This design comes from an exercise in tuning for small area on the open sky130 flow, not from production work. Where RTL was checked, it was by simulation tests only, not by an equivalence proof against the original. Power figures rest on the tool's default switching activity, not on a simulated workload.

// psfc
module psfc (
    input  logic        clk,
    input  logic        rst,
    input  logic [7:0]  bus_addr,
    input  logic        bus_wr,
    input  logic        bus_rd,
    input  logic [31:0] bus_wdata,
    output logic [31:0] bus_rdata,
    output logic        irq,
    output logic [7:0]  tx_data,
    output logic        tx_valid,
    input  logic        tx_ready,
    input  logic [7:0]  rx_data,
    input  logic        rx_valid,
    output logic        rx_ready,
    input  logic        lnk_err
);
Size: about 6000 cells after synthesis, about 1200 flip-flops, about 98 I/O pins, ~69000 sq um of cells after synthesis.
==> flow/config.mk <==
export PLATFORM = sky130hd
export DESIGN_NAME = psfc
export DESIGN_NICKNAME = psfc
export VERILOG_FILES = /design/flow/design.v
export SDC_FILE = /design/flow/constraint.sdc
export NUM_CORES = 4
export LEC_CHECK = 0
export CAP_MARGIN = 30
export CORE_MARGIN = 2
export CORE_UTILIZATION = 33
export CTS_CLUSTER_DIAMETER = 100
export CTS_CLUSTER_SIZE = 20
export PLACE_DENSITY = 0.45
export SLEW_MARGIN = 20
==> flow/constraint.sdc <==
create_clock -name core_clock -period 25.0 [get_ports {clk}]
set_input_delay 5.0000 -clock core_clock [delete_from_list [all_inputs] [get_ports {clk}]]
set_output_delay 5.0000 -clock core_clock [all_outputs]
set_load 0.01 [all_outputs]
run.sh (not shown) runs the stock make flow with config.mk's settings and CLKGATE_MAP_FILE= SYNTH_SCRIPT=/design/flow/synth_recipe.tcl, a recipe that flattens the netlist after the stock synthesis.
Next try:
CAP_MARGIN = 20   (was 30)
CTS_CLUSTER_DIAMETER = 80   (was 100)
CTS_CLUSTER_SIZE = 15   (was 20)
The changed run ran to the end with violations: slew limit.
Core utilization rises by 0.33 points.
Final cell count rises slightly.
Die area is unchanged.
Cell area rises slightly.
Wire length is about the same.
Total power rises by a few percent.
Sequential power is about the same.
Hold slack gets worse by 0.0032 ns.
Next try:
CAP_MARGIN = 30   (was 20)
CORE_UTILIZATION = 36   (was 33)
CTS_CLUSTER_DIAMETER = 100   (was 80)
CTS_CLUSTER_SIZE = 20   (was 15)
PLACE_DENSITY = 0.5   (was 0.45)
SLEW_MARGIN = 25   (was 20)
=> The changed run finished with timing, DRC and antenna clean. Routed wire length shrinks by 7.6%. Worst setup slack gets better by 0.045 ns. Sequential share of layout area grows by 0.97 points.

* * *

## indigo
psfc, a different RTL version from the one above (not shown whole).
Size: roughly 5,900 cells after synthesis, roughly 1,200 flip-flops, about 98 I/O pins, ~68,000 sq um of cells after synthesis.
make LEC_CHECK=0 CAP_MARGIN=30 CORE_MARGIN=2 CORE_UTILIZATION=36 CTS_CLUSTER_DIAMETER=150 CTS_CLUSTER_SIZE=20 PLACE_DENSITY=0.5 SLEW_MARGIN=25 finish   # period 25.0 ns
[inputs] zinc vs indigo
Settings: a change of CTS_CLUSTER_DIAMETER from 150 to 100.
Notes after the runs:
- Share of the core filled with cells: zinc vs indigo, no meaningful difference
- Comparing zinc and indigo, critical path depth is lower on indigo.
- zinc against indigo; non-clock buffer total of the final layout is up slightly.
- Relative to indigo, the maximum frequency measured on zinc has increased slightly.
- Taking indigo as the reference, in zinc total die area essentially unchanged; register-to-register slack increased 80 ps; all-layer global routing usage essentially unchanged; non-clock buffer contribution to total cell area essentially unchanged.
- The first-pass GRT wire length of indigo and that of zinc are within noise of each other.
Here is what was changed in the inputs of cedar compared with zinc.
Settings: swapping 100 for 120 in CTS_CLUSTER_DIAMETER.
--- outcome ---
- Compared to zinc, cedar has relative contribution of combinational cells to total power 0.4 points higher.
- Max sequential cell area share across cedar and zinc: cedar
- Diff zinc..cedar | count of standard-cell rows | unchanged
- cedar vs. zinc: utilization after layout went down by 0.17 points.
- [cedar vs zinc] logic depth of the worst setup path including buffers: lower in cedar
- Measured against each other, cedar and zinc differ in share of total power in sequential cells, the lower figure coming from zinc.
- The fill cell total of the finished layout of zinc and that of cedar are within noise of each other.
- Power sits lower in cedar than in zinc.
- cedar and zinc ended up with nearly the same met1 wire length.
- Final cell area excluding filler cells went down slightly going from zinc to cedar.

* * *

Setup of red:
RTL: one of the versions met above, not the one the previous note started from.
For scale: roughly 6000 cells after synthesis, ~98 I/O pins, roughly 69000 um^2 of cells after synthesis.
Settings: LEC_CHECK=0, CAP_MARGIN=30, CORE_MARGIN=2, CORE_UTILIZATION=38, CTS_CLUSTER_DIAMETER=100, CTS_CLUSTER_SIZE=20, PLACE_DENSITY=0.55, SLEW_MARGIN=25; clock period 25.0 ns.
What blue does differently from red at the input level:
Settings: PLACE_DENSITY: 0.55 -> 0.5; CORE_UTILIZATION: 38 -> 36; CTS_CLUSTER_DIAMETER: 100 -> 120.
--- outcome ---
- For the die area, blue came in 5.5% higher than red did.
- Total internal power (lower): blue
- Against red, HPWL after detailed placement in blue came out better.
- Sort red and blue by logic depth of the worst setup path including buffers desc -> top: red
- Against red, tapcell count in blue rose by a few percent.
- When blue is set beside red, its final design utilization turns out to be 2.9 points smaller.
- In the metrics for red and blue, the one carrying the lower routing usage on met1 is blue.
- blue vs. red: delay of the slowest cell on the worst path decreased by 0.05 ns relative to the old numbers; fraction of power consumed by the clock network lost 0.4 points.

* * *

Another version of the RTL of psfc (not shown whole).
Size: about 1200 flip-flops, about 98 I/O pins, roughly 70000 µm² of cells after synthesis.
clock: 25.0 ns
lec_check: 0
cap_margin: 20
core_margin: 2
core_utilization: 25
place_density: 0.35
slew_margin: 20
Edit:
- CORE_UTILIZATION: 25 -> 33
- CTS_CLUSTER_DIAMETER: default -> 60
- CTS_CLUSTER_SIZE: default -> 25
- PLACE_DENSITY: 0.35 -> 0.45
Effect: The changed run produced a clean layout; setup slack got worse by 0.027 ns; critical path depth goes up by 3; fmax hardly moves; final cell count goes down by 8.8%; power goes down by 2.6%; synthesized cell count does not change; non-clock buffer count goes down by 10; core utilization goes up by 8.8 points; first-iteration DRC count goes up by 12%; global-route usage goes up by 8.9 points.

* * *

Another version of the RTL of psfc (not shown whole).
Size in the first run: ~6600 cells after synthesis, ~98 I/O pins, roughly 72000 sq um of cells after synthesis.
Settings: LEC_CHECK=0, CAP_MARGIN=20, CORE_MARGIN=2, CORE_UTILIZATION=60, CTS_BUF_LIST=sky130_fd_sc_hd__clkbuf_4 sky130_fd_sc_hd__clkbuf_8, GPL_TIMING_DRIVEN=0, PLACE_DENSITY=0.7, SLEW_MARGIN=20; clock period 25.0 ns.
The baseline died in global routing on GRT-0116.
Edit:
CORE_UTILIZATION = 25   (was 60)
CTS_BUF_LIST = unset   (was sky130_fd_sc_hd__clkbuf_4 sky130_fd_sc_hd__clkbuf_8)
GPL_TIMING_DRIVEN = unset   (was 0)
PLACE_DENSITY = 0.35   (was 0.7)
After rerunning: Now the flow completed with no timing, DRC or antenna violations; synthesized area stays the same; synthesized cell count does not change.
Function was not checked in any run of this note: the RTL went through the layout flow alone.

[what the ideal ports hide]
No port has a modelled driver above. Below, the same layouts with a new extraction and two added sets of constraints. Step 1, drivers: a clkbuf_16 drives clk and a buf_2 each remaining input, both assumed. Step 2 moves the port delays by t, midway between the first and last clock arrival at a register: inputs arrive t later, outputs are due t later. That takes back most of the time a late clock gives input paths. Slacks: no drivers / after step 1 / after step 2; pairs: no drivers / after step 1.
| run | t, ns | slack for setup (ns) | clock arrival spread, ns | slew at the worst register clock pin (ns) |
|---|---|---|---|---|
| the first run of note 1 | 0.865 | 2.493 / 2.493 / 2.493 | 0.069 / 0.069 | 0.11 / 0.11 |
| the second run of note 1 | 0.910 | 2.002 / 2.002 / 2.002 | 0.062 / 0.062 | 0.08 / 0.08 |
| the third run of note 1 | 0.881 | 2.048 / 2.048 / 2.048 | 0.049 / 0.049 | 0.10 / 0.10 |
| indigo | 0.849 | 2.440 / 2.440 / 2.440 | 0.060 / 0.060 | 0.12 / 0.12 |
| zinc | 0.863 | 2.516 / 2.516 / 2.516 | 0.055 / 0.055 | 0.11 / 0.11 |
| cedar | 0.855 | 2.511 / 2.511 / 2.511 | 0.072 / 0.072 | 0.11 / 0.11 |
| red | 0.851 | 2.491 / 2.491 / 2.491 | 0.048 / 0.048 | 0.11 / 0.11 |
| blue | 0.865 | 2.162 / 2.162 / 2.162 | 0.043 / 0.043 | 0.11 / 0.11 |
| the first run of note 4 | 0.966 | 3.299 / 3.299 / 3.299 | 0.115 / 0.115 | 0.07 / 0.07 |
| the second run of note 4 | 0.924 | 3.271 / 3.271 / 3.271 | 0.045 / 0.044 | 0.09 / 0.09 |
| the second run of note 5 | 1.008 | 1.342 / 1.435 / 0.427 | 0.077 / 0.078 | 0.07 / 0.07 |
The setup slack of the second run of note 5, which loses most, moves by +0.093 ns with the drivers and by -0.915 ns with both steps.
